Background: an optimization exercise with open tools, aiming at small area, a short achievable clock period and few clock cycles per item. Do not read the settings as production practice. RTL that was checked went through simulation tests only; none was proved equivalent to the original.

==> inputs of v29 <==
// sha256_hash_engine
module sha256_hash_engine (
    input  wire         clk,
    input  wire         rst_n,       
    input  wire         start,
    input  wire         in_valid,
    output wire         in_ready,
    input  wire [7:0]   in_byte,
    input  wire         in_last,
    input  wire         in_empty,
    output reg          dig_valid,
    output wire [255:0] dig
);
    reg         busy;        
    reg         fin;         
    reg         fin_last;    
    reg [2:0]   npush;       
    reg         rdy;         
    reg         last_in;     
    reg         p80;         
    reg         final_blk;   
    reg [1:0]   acn;         
    reg [4:0]   wc;          
    reg [6:0]   pq;          
    reg         hv;          
    reg [31:0]  kq;          
    reg [15:0]  msg_len;
    reg [511:0] win;         
    reg [31:0]  H0, H1, H2, H3, H4, H5, H6, H7;
    reg [31:0]  a, b, c, d, e, f, g, h;
    assign in_ready = rdy;
    assign dig = {H0, H1, H2, H3, H4, H5, H6, H7};
    localparam [2047:0] K_TAB = {
        32'hc67178f2, 32'hbef9a3f7, 32'ha4506ceb, 32'h90befffa,
        32'h8cc70208, 32'h84c87814, 32'h78a5636f, 32'h748f82ee,
        32'h682e6ff3, 32'h5b9cca4f, 32'h4ed8aa4a, 32'h391c0cb3,
        32'h34b0bcb5, 32'h2748774c, 32'h1e376c08, 32'h19a4c116,
        32'h106aa070, 32'hf40e3585, 32'hd6990624, 32'hd192e819,
        32'hc76c51a3, 32'hc24b8b70, 32'ha81a664b, 32'ha2bfe8a1,
        32'h92722c85, 32'h81c2c92e, 32'h766a0abb, 32'h650a7354,
        32'h53380d13, 32'h4d2c6dfc, 32'h2e1b2138, 32'h27b70a85,
        32'h14292967, 32'h06ca6351, 32'hd5a79147, 32'hc6e00bf3,
        32'hbf597fc7, 32'hb00327c8, 32'ha831c66d, 32'h983e5152,
  ...
Settings: LEC_CHECK=0, CAP_MARGIN=20, CORE_MARGIN=2, CORE_UTILIZATION=40, SETUP_SLACK_MARGIN=5, SLEW_MARGIN=20; clock period 10.0 ns.
run.sh (not shown) runs the stock make flow with config.mk's settings and CLKGATE_MAP_FILE= SYNTH_SCRIPT=/design/flow/synth_recipe.tcl, a recipe that flattens the netlist after the stock synthesis.
==> v26 (differences from v29) <==
==> flow/flow/run.sh (new file) <==
#!/bin/bash
# The standard layout, except that the port buffers are buf_1 cells rather
# than the delay buffers buffer_ports picks by itself. Every input and output
# port still gets its own buffer.
set -euo pipefail
bash standard.sh "BUFFER_PORTS_ARGS=-buffer_cell sky130_fd_sc_hd__buf_1" finish > make_finish.log 2>&1
==> flow/standard.sh (new file) <==
#!/bin/bash
# synth_recipe.tcl (not shown) runs the flow's synth.tcl, then flattens the netlist and writes it again
# the make line also repeats each setting of config.mk as NAME=value (left out here)
make -C /OpenROAD-flow-scripts/flow DESIGN_CONFIG=/design/flow/config.mk WORK_HOME=/design/flow/orfs CLKGATE_MAP_FILE= SYNTH_SCRIPT=/design/flow/synth_recipe.tcl "${@:-finish}"
--- a/flow/config.mk
+++ b/flow/config.mk
@@ -8,5 +8,7 @@
 export CAP_MARGIN = 20
 export CORE_MARGIN = 2
 export CORE_UTILIZATION = 40
+export CTS_CLUSTER_DIAMETER = 70
+export CTS_CLUSTER_SIZE = 30
 export SETUP_SLACK_MARGIN = 5
 export SLEW_MARGIN = 20
removed: flow/run.sh
==> comparison table <==
| metric | v26 | v29 |
|---|---|---|
| Total length of routed met2 wires | 77.3 mm | 79.8 mm |
| Metal3 WL | 11.3 mm | 11.7 mm |
| Outcome | complete, no violations | complete, no violations |
| Setup slack of the critical path after layout | 5110 ps | 5030 ps |
| Number of antenna violations at the first check in global routing | 4 | 6 |
| Final clock-cell share | 3.87% | 5.46% |
| Clock insertion delay at the later pin of the skew report | 710 ps | 720 ps |
| Number of gates on the worst path with buffers counted | 15 | 16 |
| Share of the final layout cell area in multi-input gates | 40.7% | 38.9% |
| Filler Cell Count | 13.0k | 12.8k |
| Arrival time of data at the critical path endpoint | 5350 ps | 5430 ps |
| Relative area change from synthesis to final layout | 11.5% | 16.7% |
| Post-Place Cell Area | 60100 um^2 | 61800 um^2 |
| Layout Skew | 49.6 ps | 20.4 ps |
| Violation count after the first detailed-route iteration | 3999 | 3732 |
| Hold-critical path endpoint | win[369] | win[219] |
| Reg2reg setup slack | 5110 ps | 5030 ps |
| Clock buffer count from CTS | 69 | 110 |
Testbench counts of v29, summed over its fixed seeds: cycles 33,936, bytes 14,064.
Testbench counts of v26, summed over its fixed seeds: cycles 33,936, bytes 14,064.

* * *

==> inputs of job 5270 <==
sha256_hash_engine, a different RTL version from the one above (not shown whole).
// sha256_hash_engine
module sha256_hash_engine (
    input  wire         clk,
    input  wire         rst_n,       
    input  wire         start,
    input  wire         in_valid,
    output wire         in_ready,
    input  wire [7:0]   in_byte,
    input  wire         in_last,
    input  wire         in_empty,
    output reg          dig_valid,
    output wire [255:0] dig
);
clock: 10.0 ns
lec_check: 0
cap_margin: 20
core_margin: 2
core_utilization: 40
setup_slack_margin: 5
slew_margin: 20
Stock flow here: none of the scripts above is used.
==> job 5100 (differences from job 5270) <==
==> flow/design.v (replaced) <==
module sha256_hash_engine (
    input  wire         clk,
    input  wire         rst_n,       
    input  wire         start,
    input  wire         in_valid,
    output wire         in_ready,
    input  wire [7:0]   in_byte,
    input  wire         in_last,
    input  wire         in_empty,
    output reg          dig_valid,
    output wire [255:0] dig
);
    reg         busy;        
    reg         fin;         
    reg         fin_last;    
    reg         rdy;         
    reg         last_in;     
    reg         af;          
    reg         a80;         
    reg         p80;         
    reg         final_blk;   
    reg [1:0]   acn;         
    reg [31:0]  acc;         
    reg [4:0]   wc;          
    reg [6:0]   pq;          
    reg         hv;          
    reg [31:0]  hkw;
    reg [31:0]  kq;          
    reg [15:0]  msg_len;
    reg [511:0] win;         
    reg [31:0]  H0, H1, H2, H3, H4, H5, H6, H7;
    reg [31:0]  a, b, c, d, e, f, g, h;
    assign in_ready = rdy;
    assign dig = {H0, H1, H2, H3, H4, H5, H6, H7};
    localparam [2047:0] K_TAB = {
        32'hc67178f2, 32'hbef9a3f7, 32'ha4506ceb, 32'h90befffa,
        32'h8cc70208, 32'h84c87814, 32'h78a5636f, 32'h748f82ee,
        32'h682e6ff3, 32'h5b9cca4f, 32'h4ed8aa4a, 32'h391c0cb3,
        32'h34b0bcb5, 32'h2748774c, 32'h1e376c08, 32'h19a4c116,
        32'h106aa070, 32'hf40e3585, 32'hd6990624, 32'hd192e819,
        32'hc76c51a3, 32'hc24b8b70, 32'ha81a664b, 32'ha2bfe8a1,
        32'h92722c85, 32'h81c2c92e, 32'h766a0abb, 32'h650a7354,
        32'h53380d13, 32'h4d2c6dfc, 32'h2e1b2138, 32'h27b70a85,
        32'h14292967, 32'h06ca6351, 32'hd5a79147, 32'hc6e00bf3,
        32'hbf597fc7, 32'hb00327c8, 32'ha831c66d, 32'h983e5152,
        32'h76f988da, 32'h5cb0a9dc, 32'h4a7484aa, 32'h2de92c6f,
        32'h240ca1cc, 32'h0fc19dc6, 32'hefbe4786, 32'he49b69c1,
        32'hc19bf174, 32'h9bdc06a7, 32'h80deb1fe, 32'h72be5d74,
        32'h550c7dc3, 32'h243185be, 32'h12835b01, 32'hd807aa98,
        32'hab1c5ed5, 32'h923f82a4, 32'h59f111f1, 32'h3956c25b,
        32'he9b5dba5, 32'hb5c0fbcf, 32'h71374491, 32'h428a2f98
    };
    function [63:0] csa(input [31:0] x, input [31:0] y, input [31:0] z);
        csa = {x ^ y ^ z, ((x & y) | (x & z) | (y & z)) << 1};
    endfunction
    function [31:0] add_bk(input [31:0] x, input [31:0] y);
        reg [31:0] gg, pp;
        integer i, k;
        begin
            gg = x & y;
            pp = x ^ y;
            for (k = 1; k < 32; k = k * 2)
                for (i = 2 * k - 1; i < 32; i = i + 2 * k) begin
                    gg[i] = gg[i] | (pp[i] & gg[i - k]);
                    pp[i] = pp[i] & pp[i - k];
                end
            for (k = 8; k >= 1; k = k / 2)
                for (i = 3 * k - 1; i < 32; i = i + 2 * k) begin
                    gg[i] = gg[i] | (pp[i] & gg[i - k]);
                    pp[i] = pp[i] & pp[i - k];
                end
            add_bk = (x ^ y) ^ {gg[30:0], 1'b0};
        end
    endfunction
    wire [31:0] S1  = {e[5:0], e[31:6]} ^ {e[10:0], e[31:11]} ^ {e[24:0], e[31:25]};
    wire [31:0] ch  = (e & f) ^ (~e & g);
    wire [31:0] S0  = {a[1:0], a[31:2]} ^ {a[12:0], a[31:13]} ^ {a[21:0], a[31:22]};
    wire [31:0] maj = (a & b) ^ (a & c) ^ (b & c);
    wire [63:0] ac1 = csa(hkw, ch, maj);
    wire [63:0] ac2 = csa(ac1[31:0], S1, S0);
    wire [63:0] ac3 = csa(ac2[63:32], ac2[31:0], ac1[63:32]);
    wire [63:0] ec1 = csa(hkw, ch, d);
    wire [63:0] ec2 = csa(ec1[63:32], ec1[31:0], S1);
    wire [31:0] a_new = ac3[63:32] + ac3[31:0];
    wire [31:0] e_new = ec2[63:32] + ec2[31:0];
    wire [31:0] p15 = win[31:0];
    wire [31:0] p14 = win[63:32];
    wire [31:0] p9  = win[223:192];
    wire [31:0] p1  = win[479:448];
    wire [31:0] p0  = win[511:480];
    wire [31:0] s0w = {p1[6:0], p1[31:7]} ^ {p1[17:0], p1[31:18]} ^ (p1 >> 3);
    wire [31:0] s1w = {p14[16:0], p14[31:17]} ^ {p14[18:0], p14[31:19]} ^ (p14 >> 10);
    wire [63:0] wc1 = csa(p9, p0, s1w);
    wire [63:0] wc2 = csa(wc1[63:32], wc1[31:0], s0w);
    wire [31:0] w_sch = wc2[63:32] + wc2[31:0];      
    wire do_round = hv;
    wire sched    = (pq[5:4] != 2'd0);                 
    wire pre      = busy && !fin && !pq[6] && (sched || (wc == pq[4:0] + 5'd1));
    wire win_free = busy && !wc[4];                     
    wire xfer     = win_free && af;                     
    wire nxt_w    = pre && (sched || pq[3:0] == 4'd15) && pq != 7'd63;
    wire take     = in_valid && rdy;
    wire t63      = do_round && pq[6];                  
    wire ring     = fin || (do_round && (pq == 7'd62 || pq == 7'd63 || pq == 7'd64));
    wire start_ok = !busy && !fin && start;
    wire [31:0] w_in  = nxt_w ? w_sch : acc;
    wire        shift = nxt_w || xfer;
    wire [31:0] x_h   = do_round ? g : h;
    wire [5:0]  pq1   = pq[5:0] + 6'd1;
    wire [63:0] hc1   = csa(x_h, kq, p15);
    wire [31:0] hkw_n = add_bk(hc1[63:32], hc1[31:0]);
    wire [31:0] ff_a = add_bk(H3, a);
    wire [31:0] ff_e = add_bk(H7, e);
    wire        fin_now  = final_blk || (a80 && (!wc[3] || wc[2:0] < 3'd6));
    wire [31:0] pad_next = (!p80 && !a80) ? 32'h80000000 :
                           (fin_now && wc[3:0] == 4'd14) ? {13'd0, msg_len, 3'b000} : 32'h0;
    reg        busy_n, last_in_n, af_n;
    reg [4:0]  wc_n;
    always @(*) begin
        busy_n    = busy;
        last_in_n = last_in;
        af_n      = af;
        wc_n      = wc;
        if (xfer) begin
            wc_n = wc + 5'd1;
            af_n = last_in;
        end
        if (take) begin
            if (in_last) begin
                last_in_n = 1'b1;
                af_n      = 1'b1;
            end else if (acn == 2'd3)
                af_n = 1'b1;
        end
        if (t63) begin
            wc_n = 5'd0;
            if (final_blk) busy_n = 1'b0;
        end
        if (start_ok) begin
            busy_n    = 1'b1;
            last_in_n = in_empty;
            af_n      = in_empty;
            wc_n      = 5'd0;
        end
    end
    always @(posedge clk) begin
        if (!rst_n) begin
            busy      <= 1'b0;
            fin       <= 1'b0;
            hv        <= 1'b0;
            rdy       <= 1'b0;
            dig_valid <= 1'b0;
        end else begin
            busy      <= busy_n;
            last_in   <= last_in_n;
            af        <= af_n;
            wc        <= wc_n;
            rdy       <= busy_n && !last_in_n && !(af_n && wc_n[4]);
            fin       <= t63;
            dig_valid <= fin && fin_last;
            hv        <= pre;
            if (pre) begin
                pq <= pq + 7'd1;
                kq <= K_TAB[32 * pq1 +: 32];
            end
            if (t63) begin
                pq       <= 7'd0;
                kq       <= K_TAB[31:0];
                fin_last <= final_blk;
            end
            if (xfer) begin
                acn <= 2'd0;
                if (last_in) begin
                    if (!p80 && !a80) a80 <= 1'b1;
                end
                if (a80) begin
                    a80 <= 1'b0;
                    p80 <= 1'b1;
                    if (!wc[3] || wc[2:0] < 3'd6) final_blk <= 1'b1;    
                end
            end
            if (take) begin
                msg_len <= msg_len + 16'd1;
                acn     <= (xfer ? 2'd0 : acn) + 2'd1;
                if (in_last && (xfer ? 2'd0 : acn) != 2'd3) a80 <= 1'b1;
            end
            if (fin && p80) final_blk <= 1'b1;
            if (!busy) begin
                pq        <= 7'd0;
                kq        <= K_TAB[31:0];
                msg_len   <= 16'd0;
                acn       <= 2'd0;
                p80       <= 1'b0;
                final_blk <= 1'b0;
                a80       <= start && in_empty;
            end
        end
    end
    wire [1:0] lane = xfer ? 2'd0 : acn;
    always @(posedge clk) begin
        if (!busy)
            acc <= 32'h80000000;
        else if (take) begin
            case (lane)
                2'd0: acc <= in_last ? {in_byte, 24'h800000} : {in_byte, acc[23:0]};
                2'd1: acc <= in_last ? {acc[31:24], in_byte, 16'h8000} : {acc[31:24], in_byte, acc[15:0]};
                2'd2: acc <= in_last ? {acc[31:16], in_byte, 8'h80} : {acc[31:16], in_byte, acc[7:0]};
                default: acc <= {acc[31:8], in_byte};
            endcase
        end else if (xfer && last_in)
            acc <= pad_next;
    end
    always @(posedge clk) begin
        if (shift) win <= {win[479:0], w_in};
        if (pre) hkw <= hkw_n;
        if (start_ok) begin
            {H0, H1, H2, H3} <= {32'h6a09e667, 32'hbb67ae85, 32'h3c6ef372, 32'ha54ff53a};
            {H4, H5, H6, H7} <= {32'h510e527f, 32'h9b05688c, 32'h1f83d9ab, 32'h5be0cd19};
        end else if (ring) begin
            {H0, H1, H2, H3} <= {ff_a, H0, H1, H2};
            {H4, H5, H6, H7} <= {ff_e, H4, H5, H6};
        end
        if (!busy) begin
            {a, b, c, d} <= {32'h6a09e667, 32'hbb67ae85, 32'h3c6ef372, 32'ha54ff53a};
            {e, f, g, h} <= {32'h510e527f, 32'h9b05688c, 32'h1f83d9ab, 32'h5be0cd19};
        end else if (fin)
            {a, b, c, d, e, f, g, h} <= {ff_a, H0, H1, H2, ff_e, H4, H5, H6};
        else if (do_round)
            {a, b, c, d, e, f, g, h} <= {a_new, a, b, c, e_new, e, f, g};
    end
endmodule
- TNS_END_PERCENT: default -> 0
==> results.txt <==
Against job 5100, the non-clock buffer count of job 5270 is higher by 53.
In job 5270 the fmax is higher than in job 5100, by about 2%.
Clock skew: job 5270 is lower than job 5100 (0.015 ns).
In job 5100 the flip-flop and latch count is higher than in job 5270, by 65.
Testbench counts of job 5100, summed over its fixed seeds: cycles 33,520, bytes 14,064.
Only the layout flow was run in job 5270; the RTL was not checked for function there.

* * *

==> inputs of job 9213 <==
RTL: one of the versions met above, not the one the previous note started from.
## sha256_hash_engine
module sha256_hash_engine (
    input  wire         clk,
    input  wire         rst_n,       
    input  wire         start,
    input  wire         in_valid,
    output wire         in_ready,
    input  wire [7:0]   in_byte,
    input  wire         in_last,
    input  wire         in_empty,
    output reg          dig_valid,
    output wire [255:0] dig
);
    reg         busy;        
    reg         fin;         
    reg         fin_last;    
    reg         rdy;         
    reg         last_in;     
    reg         af;          
    reg         a80;         
    reg         p80;         
    reg         final_blk;   
    reg [1:0]   acn;         
    reg [31:0]  acc;         
    reg [4:0]   wc;          
    reg [6:0]   pq;          
    reg         hv;          
    reg [31:0]  hkw;
    reg [31:0]  kq;          
    reg [15:0]  msg_len;
    reg [511:0] win;         
    reg [31:0]  H0, H1, H2, H3, H4, H5, H6, H7;
    reg [31:0]  a, b, c, d, e, f, g, h;
    assign in_ready = rdy;
    assign dig = {H0, H1, H2, H3, H4, H5, H6, H7};
    localparam [2047:0] K_TAB = {
        32'hc67178f2, 32'hbef9a3f7, 32'ha4506ceb, 32'h90befffa,
        32'h8cc70208, 32'h84c87814, 32'h78a5636f, 32'h748f82ee,
        32'h682e6ff3, 32'h5b9cca4f, 32'h4ed8aa4a, 32'h391c0cb3,
  ...
clock: 10.0 ns
lec_check: 0
cap_margin: 20
core_margin: 2
core_utilization: 40
cts_buf_list: sky130_fd_sc_hd__clkbuf_8
cts_cluster_size: 30
setup_slack_margin: 5
slew_margin: 20
==> job 9861 (differences from job 9213) <==
--- a/flow/design.v
+++ b/flow/design.v
@@ -23,35 +23,52 @@
     reg [31:0]  acc;         
     reg [4:0]   wc;          
     reg [6:0]   pq;          
     reg         hv;          
     reg [31:0]  hkw;
-    reg [31:0]  kq;          
     reg [15:0]  msg_len;
     reg [511:0] win;         
     reg [31:0]  H0, H1, H2, H3, H4, H5, H6, H7;
     reg [31:0]  a, b, c, d, e, f, g, h;
     assign in_ready = rdy;
     assign dig = {H0, H1, H2, H3, H4, H5, H6, H7};
-    localparam [2047:0] K_TAB = {
-        32'hc67178f2, 32'hbef9a3f7, 32'ha4506ceb, 32'h90befffa,
-        32'h8cc70208, 32'h84c87814, 32'h78a5636f, 32'h748f82ee,
-        32'h682e6ff3, 32'h5b9cca4f, 32'h4ed8aa4a, 32'h391c0cb3,
-        32'h34b0bcb5, 32'h2748774c, 32'h1e376c08, 32'h19a4c116,
-        32'h106aa070, 32'hf40e3585, 32'hd6990624, 32'hd192e819,
-        32'hc76c51a3, 32'hc24b8b70, 32'ha81a664b, 32'ha2bfe8a1,
-        32'h92722c85, 32'h81c2c92e, 32'h766a0abb, 32'h650a7354,
-        32'h53380d13, 32'h4d2c6dfc, 32'h2e1b2138, 32'h27b70a85,
-        32'h14292967, 32'h06ca6351, 32'hd5a79147, 32'hc6e00bf3,
-        32'hbf597fc7, 32'hb00327c8, 32'ha831c66d, 32'h983e5152,
-        32'h76f988da, 32'h5cb0a9dc, 32'h4a7484aa, 32'h2de92c6f,
-        32'h240ca1cc, 32'h0fc19dc6, 32'hefbe4786, 32'he49b69c1,
-        32'hc19bf174, 32'h9bdc06a7, 32'h80deb1fe, 32'h72be5d74,
-        32'h550c7dc3, 32'h243185be, 32'h12835b01, 32'hd807aa98,
-        32'hab1c5ed5, 32'h923f82a4, 32'h59f111f1, 32'h3956c25b,
-        32'he9b5dba5, 32'hb5c0fbcf, 32'h71374491, 32'h428a2f98
-    };
+    function [31:0] kconst(input [5:0] i);
+        case (i)
+            6'd0:  kconst = 32'h428a2f98; 6'd1:  kconst = 32'h71374491;
+            6'd2:  kconst = 32'hb5c0fbcf; 6'd3:  kconst = 32'he9b5dba5;
+            6'd4:  kconst = 32'h3956c25b; 6'd5:  kconst = 32'h59f111f1;
+            6'd6:  kconst = 32'h923f82a4; 6'd7:  kconst = 32'hab1c5ed5;
+            6'd8:  kconst = 32'hd807aa98; 6'd9:  kconst = 32'h12835b01;
+            6'd10: kconst = 32'h243185be; 6'd11: kconst = 32'h550c7dc3;
+            6'd12: kconst = 32'h72be5d74; 6'd13: kconst = 32'h80deb1fe;
+            6'd14: kconst = 32'h9bdc06a7; 6'd15: kconst = 32'hc19bf174;
+            6'd16: kconst = 32'he49b69c1; 6'd17: kconst = 32'hefbe4786;
+            6'd18: kconst = 32'h0fc19dc6; 6'd19: kconst = 32'h240ca1cc;
+            6'd20: kconst = 32'h2de92c6f; 6'd21: kconst = 32'h4a7484aa;
+            6'd22: kconst = 32'h5cb0a9dc; 6'd23: kconst = 32'h76f988da;
+            6'd24: kconst = 32'h983e5152; 6'd25: kconst = 32'ha831c66d;
+            6'd26: kconst = 32'hb00327c8; 6'd27: kconst = 32'hbf597fc7;
+            6'd28: kconst = 32'hc6e00bf3; 6'd29: kconst = 32'hd5a79147;
+            6'd30: kconst = 32'h06ca6351; 6'd31: kconst = 32'h14292967;
+            6'd32: kconst = 32'h27b70a85; 6'd33: kconst = 32'h2e1b2138;
+            6'd34: kconst = 32'h4d2c6dfc; 6'd35: kconst = 32'h53380d13;
+            6'd36: kconst = 32'h650a7354; 6'd37: kconst = 32'h766a0abb;
+            6'd38: kconst = 32'h81c2c92e; 6'd39: kconst = 32'h92722c85;
+            6'd40: kconst = 32'ha2bfe8a1; 6'd41: kconst = 32'ha81a664b;
+            6'd42: kconst = 32'hc24b8b70; 6'd43: kconst = 32'hc76c51a3;
+            6'd44: kconst = 32'hd192e819; 6'd45: kconst = 32'hd6990624;
+            6'd46: kconst = 32'hf40e3585; 6'd47: kconst = 32'h106aa070;
+            6'd48: kconst = 32'h19a4c116; 6'd49: kconst = 32'h1e376c08;
+            6'd50: kconst = 32'h2748774c; 6'd51: kconst = 32'h34b0bcb5;
+            6'd52: kconst = 32'h391c0cb3; 6'd53: kconst = 32'h4ed8aa4a;
+            6'd54: kconst = 32'h5b9cca4f; 6'd55: kconst = 32'h682e6ff3;
+            6'd56: kconst = 32'h748f82ee; 6'd57: kconst = 32'h78a5636f;
+            6'd58: kconst = 32'h84c87814; 6'd59: kconst = 32'h8cc70208;
+            6'd60: kconst = 32'h90befffa; 6'd61: kconst = 32'ha4506ceb;
+            6'd62: kconst = 32'hbef9a3f7; default: kconst = 32'hc67178f2;
+        endcase
+    endfunction
     function [63:0] csa(input [31:0] x, input [31:0] y, input [31:0] z);
         csa = {x ^ y ^ z, ((x & y) | (x & z) | (y & z)) << 1};
     endfunction
     function [31:0] add_bk(input [31:0] x, input [31:0] y);
         reg [31:0] gg, pp;
@@ -104,12 +121,11 @@
     wire ring     = fin || (do_round && (pq == 7'd62 || pq == 7'd63 || pq == 7'd64));
     wire start_ok = !busy && !fin && start;
     wire [31:0] w_in  = nxt_w ? w_sch : acc;
     wire        shift = nxt_w || xfer;
     wire [31:0] x_h   = do_round ? g : h;
-    wire [5:0]  pq1   = pq[5:0] + 6'd1;
-    wire [63:0] hc1   = csa(x_h, kq, p15);
+    wire [63:0] hc1   = csa(x_h, kconst(pq[5:0]), p15);
     wire [31:0] hkw_n = add_bk(hc1[63:32], hc1[31:0]);
     wire [31:0] ff_a = add_bk(H3, a);
     wire [31:0] ff_e = add_bk(H7, e);
     wire        fin_now  = final_blk || (a80 && (!wc[3] || wc[2:0] < 3'd6));
     wire [31:0] pad_next = (!p80 && !a80) ? 32'h80000000 :
@@ -157,17 +173,13 @@
             wc        <= wc_n;
             rdy       <= busy_n && !last_in_n && !(af_n && wc_n[4]);
             fin       <= t63;
             dig_valid <= fin && fin_last;
             hv        <= pre;
-            if (pre) begin
-                pq <= pq + 7'd1;
-                kq <= K_TAB[32 * pq1 +: 32];
-            end
+            if (pre) pq <= pq + 7'd1;
             if (t63) begin
                 pq       <= 7'd0;
-                kq       <= K_TAB[31:0];
                 fin_last <= final_blk;
             end
             if (xfer) begin
                 acn <= 2'd0;
                 if (last_in) begin
@@ -183,24 +195,23 @@
                 msg_len <= msg_len + 16'd1;
                 acn     <= (xfer ? 2'd0 : acn) + 2'd1;
                 if (in_last && (xfer ? 2'd0 : acn) != 2'd3) a80 <= 1'b1;
             end
             if (fin && p80) final_blk <= 1'b1;
-            if (!busy) begin
+            if (start_ok) begin
                 pq        <= 7'd0;
-                kq        <= K_TAB[31:0];
                 msg_len   <= 16'd0;
                 acn       <= 2'd0;
+                a80       <= in_empty;
                 p80       <= 1'b0;
                 final_blk <= 1'b0;
-                a80       <= start && in_empty;
             end
         end
     end
     wire [1:0] lane = xfer ? 2'd0 : acn;
     always @(posedge clk) begin
-        if (!busy)
+        if (start_ok)
             acc <= 32'h80000000;
         else if (take) begin
             case (lane)
                 2'd0: acc <= in_last ? {in_byte, 24'h800000} : {in_byte, acc[23:0]};
                 2'd1: acc <= in_last ? {acc[31:24], in_byte, 16'h8000} : {acc[31:24], in_byte, acc[15:0]};
@@ -214,18 +225,19 @@
         if (shift) win <= {win[479:0], w_in};
         if (pre) hkw <= hkw_n;
         if (start_ok) begin
             {H0, H1, H2, H3} <= {32'h6a09e667, 32'hbb67ae85, 32'h3c6ef372, 32'ha54ff53a};
             {H4, H5, H6, H7} <= {32'h510e527f, 32'h9b05688c, 32'h1f83d9ab, 32'h5be0cd19};
-        end else if (ring) begin
-            {H0, H1, H2, H3} <= {ff_a, H0, H1, H2};
-            {H4, H5, H6, H7} <= {ff_e, H4, H5, H6};
-        end
-        if (!busy) begin
             {a, b, c, d} <= {32'h6a09e667, 32'hbb67ae85, 32'h3c6ef372, 32'ha54ff53a};
             {e, f, g, h} <= {32'h510e527f, 32'h9b05688c, 32'h1f83d9ab, 32'h5be0cd19};
-        end else if (fin)
-            {a, b, c, d, e, f, g, h} <= {ff_a, H0, H1, H2, ff_e, H4, H5, H6};
-        else if (do_round)
-            {a, b, c, d, e, f, g, h} <= {a_new, a, b, c, e_new, e, f, g};
+        end else begin
+            if (ring) begin
+                {H0, H1, H2, H3} <= {ff_a, H0, H1, H2};
+                {H4, H5, H6, H7} <= {ff_e, H4, H5, H6};
+            end
+            if (fin)
+                {a, b, c, d, e, f, g, h} <= {ff_a, H0, H1, H2, ff_e, H4, H5, H6};
+            else if (do_round)
+                {a, b, c, d, e, f, g, h} <= {a_new, a, b, c, e_new, e, f, g};
+        end
     end
 endmodule
- CTS_BUF_LIST: sky130_fd_sc_hd__clkbuf_8 -> unset
- CTS_CLUSTER_SIZE: 30 -> unset
==> job 5050 (differences from job 9213) <==
--- a/flow/design.v
+++ b/flow/design.v
@@ -11,10 +11,11 @@
     output wire [255:0] dig
 );
     reg         busy;        
     reg         fin;         
     reg         fin_last;    
+    reg         fin0;        
     reg         rdy;         
     reg         last_in;     
     reg         af;          
     reg         a80;         
     reg         p80;         
@@ -107,12 +108,12 @@
     wire        shift = nxt_w || xfer;
     wire [31:0] x_h   = do_round ? g : h;
     wire [5:0]  pq1   = pq[5:0] + 6'd1;
     wire [63:0] hc1   = csa(x_h, kq, p15);
     wire [31:0] hkw_n = add_bk(hc1[63:32], hc1[31:0]);
-    wire [31:0] ff_a = add_bk(H3, a);
-    wire [31:0] ff_e = add_bk(H7, e);
+    wire [31:0] ff_a = add_bk(H3, fin0 ? 32'h0 : a);
+    wire [31:0] ff_e = add_bk(H7, fin0 ? 32'h0 : e);
     wire        fin_now  = final_blk || (a80 && (!wc[3] || wc[2:0] < 3'd6));
     wire [31:0] pad_next = (!p80 && !a80) ? 32'h80000000 :
                            (fin_now && wc[3:0] == 4'd14) ? {13'd0, msg_len, 3'b000} : 32'h0;
     reg        busy_n, last_in_n, af_n;
     reg [4:0]  wc_n;
@@ -154,17 +155,19 @@
             busy      <= busy_n;
             last_in   <= last_in_n;
             af        <= af_n;
             wc        <= wc_n;
             rdy       <= busy_n && !last_in_n && !(af_n && wc_n[4]);
-            fin       <= t63;
+            fin       <= t63 || start_ok;
+            fin0      <= start_ok;
             dig_valid <= fin && fin_last;
             hv        <= pre;
             if (pre) begin
                 pq <= pq + 7'd1;
                 kq <= K_TAB[32 * pq1 +: 32];
             end
+            if (start_ok) fin_last <= 1'b0;
             if (t63) begin
                 pq       <= 7'd0;
                 kq       <= K_TAB[31:0];
                 fin_last <= final_blk;
             end
@@ -212,20 +215,17 @@
     end
     always @(posedge clk) begin
         if (shift) win <= {win[479:0], w_in};
         if (pre) hkw <= hkw_n;
         if (start_ok) begin
-            {H0, H1, H2, H3} <= {32'h6a09e667, 32'hbb67ae85, 32'h3c6ef372, 32'ha54ff53a};
-            {H4, H5, H6, H7} <= {32'h510e527f, 32'h9b05688c, 32'h1f83d9ab, 32'h5be0cd19};
+            {H0, H1, H2, H3} <= {32'hbb67ae85, 32'h3c6ef372, 32'ha54ff53a, 32'h6a09e667};
+            {H4, H5, H6, H7} <= {32'h9b05688c, 32'h1f83d9ab, 32'h5be0cd19, 32'h510e527f};
         end else if (ring) begin
             {H0, H1, H2, H3} <= {ff_a, H0, H1, H2};
             {H4, H5, H6, H7} <= {ff_e, H4, H5, H6};
         end
-        if (!busy) begin
-            {a, b, c, d} <= {32'h6a09e667, 32'hbb67ae85, 32'h3c6ef372, 32'ha54ff53a};
-            {e, f, g, h} <= {32'h510e527f, 32'h9b05688c, 32'h1f83d9ab, 32'h5be0cd19};
-        end else if (fin)
+        if (fin)
             {a, b, c, d, e, f, g, h} <= {ff_a, H0, H1, H2, ff_e, H4, H5, H6};
         else if (do_round)
             {a, b, c, d, e, f, g, h} <= {a_new, a, b, c, e_new, e, f, g};
     end
 endmodule
- CTS_BUF_LIST: sky130_fd_sc_hd__clkbuf_8 -> unset
- CTS_CLUSTER_SIZE: 30 -> unset
==> impl_metrics.env <==
export IMPL_met2_length_mm=86.5
export IMPL_first_global_vias=40400
export IMPL_cp_required_ns=10.48
export IMPL_wl_mm=196
export IMPL_sh_seq_area_pct=44.4
export IMPL_row_count=143
export IMPL_outcome="finished clean"
export IMPL_fin_util_pct=46.8
export IMPL_path_depth=14
(the above is from job 5050)
==> impl_metrics.env <==
export IMPL_outcome="finished clean"
export IMPL_cp_required_ns=10.62
export IMPL_first_global_vias=40600
export IMPL_row_count=141
export IMPL_fin_util_pct=47.2
export IMPL_path_depth=16
export IMPL_sh_seq_area_pct=41.9
export IMPL_wl_mm=193
export IMPL_met2_length_mm=88.2
export IMPL_cts_inserted_buffers=121
export IMPL_syn2layout_area_growth_pct=17.4
(the above is from job 9861)
==> impl_metrics.env <==
export IMPL_outcome="finished clean"
export IMPL_first_global_vias=43300
export IMPL_wl_mm=199
export IMPL_row_count=143
export IMPL_met2_length_mm=88.1
export IMPL_path_depth=18
export IMPL_sh_seq_area_pct=41.6
export IMPL_layout_setup_ws_ns=5.02
export IMPL_inverters=280
export IMPL_cp_required_ns=10.69
(the above is from job 9213)
Testbench counts of job 9213, summed over its fixed seeds: cycles 33,520, bytes 14,064.
Function not checked in job 9861 and job 5050: the RTL went through the layout flow alone.

==> what the ideal ports hide <==
In the flow no input, the clock included, has a driving cell. The finished layouts below were timed again as built, in two steps.
Step 1, drivers: a clkbuf_16 drives clk and a buf_2 each remaining input, both assumed.
Step 2, shift: input delay + t, output delay - t, t = (earliest + latest rising clock arrival at the registers) / 2. This alone moves slack from input paths to output paths.
a / b / c = no drivers / after step 1 / after step 2; a / b = the first two.
| run | t, ns | setup slack, ns | hold slack, ns | worst setup path at the end | cell pins on the clock port's net |
|---|---|---|---|---|---|
| v29 | 0.788 | 5.031 / 5.031 / 4.539 | 0.414 / 0.414 / 0.414 | input to register | 1 |
| v26 | 0.766 | 5.106 / 5.106 / 4.918 | 0.401 / 0.401 / 0.401 | input to register | 1 |
| job 5270 | 0.832 | 5.067 / 5.067 / 4.972 | 0.387 / 0.387 / 0.387 | input to register | 1 |
| job 5100 | 0.849 | 4.968 / 4.968 / 4.968 | 0.378 / 0.378 / 0.378 | register to register | 1 |
| job 9213 | 0.998 | 5.021 / 5.021 / 5.021 | 0.369 / 0.369 / 0.369 | register to register | 1 |
| job 9861 | 0.828 | 4.844 / 4.844 / 4.221 | 0.393 / 0.393 / 0.393 | input to register | 1 |
| job 5050 | 0.822 | 5.061 / 5.061 / 5.061 | 0.403 / 0.403 / 0.403 | register to register | 1 |
After both steps setup and hold are still met in every run listed. The setup slack of job 9861, which loses most, moves by 0.000 ns with the drivers and by -0.623 ns with both steps.
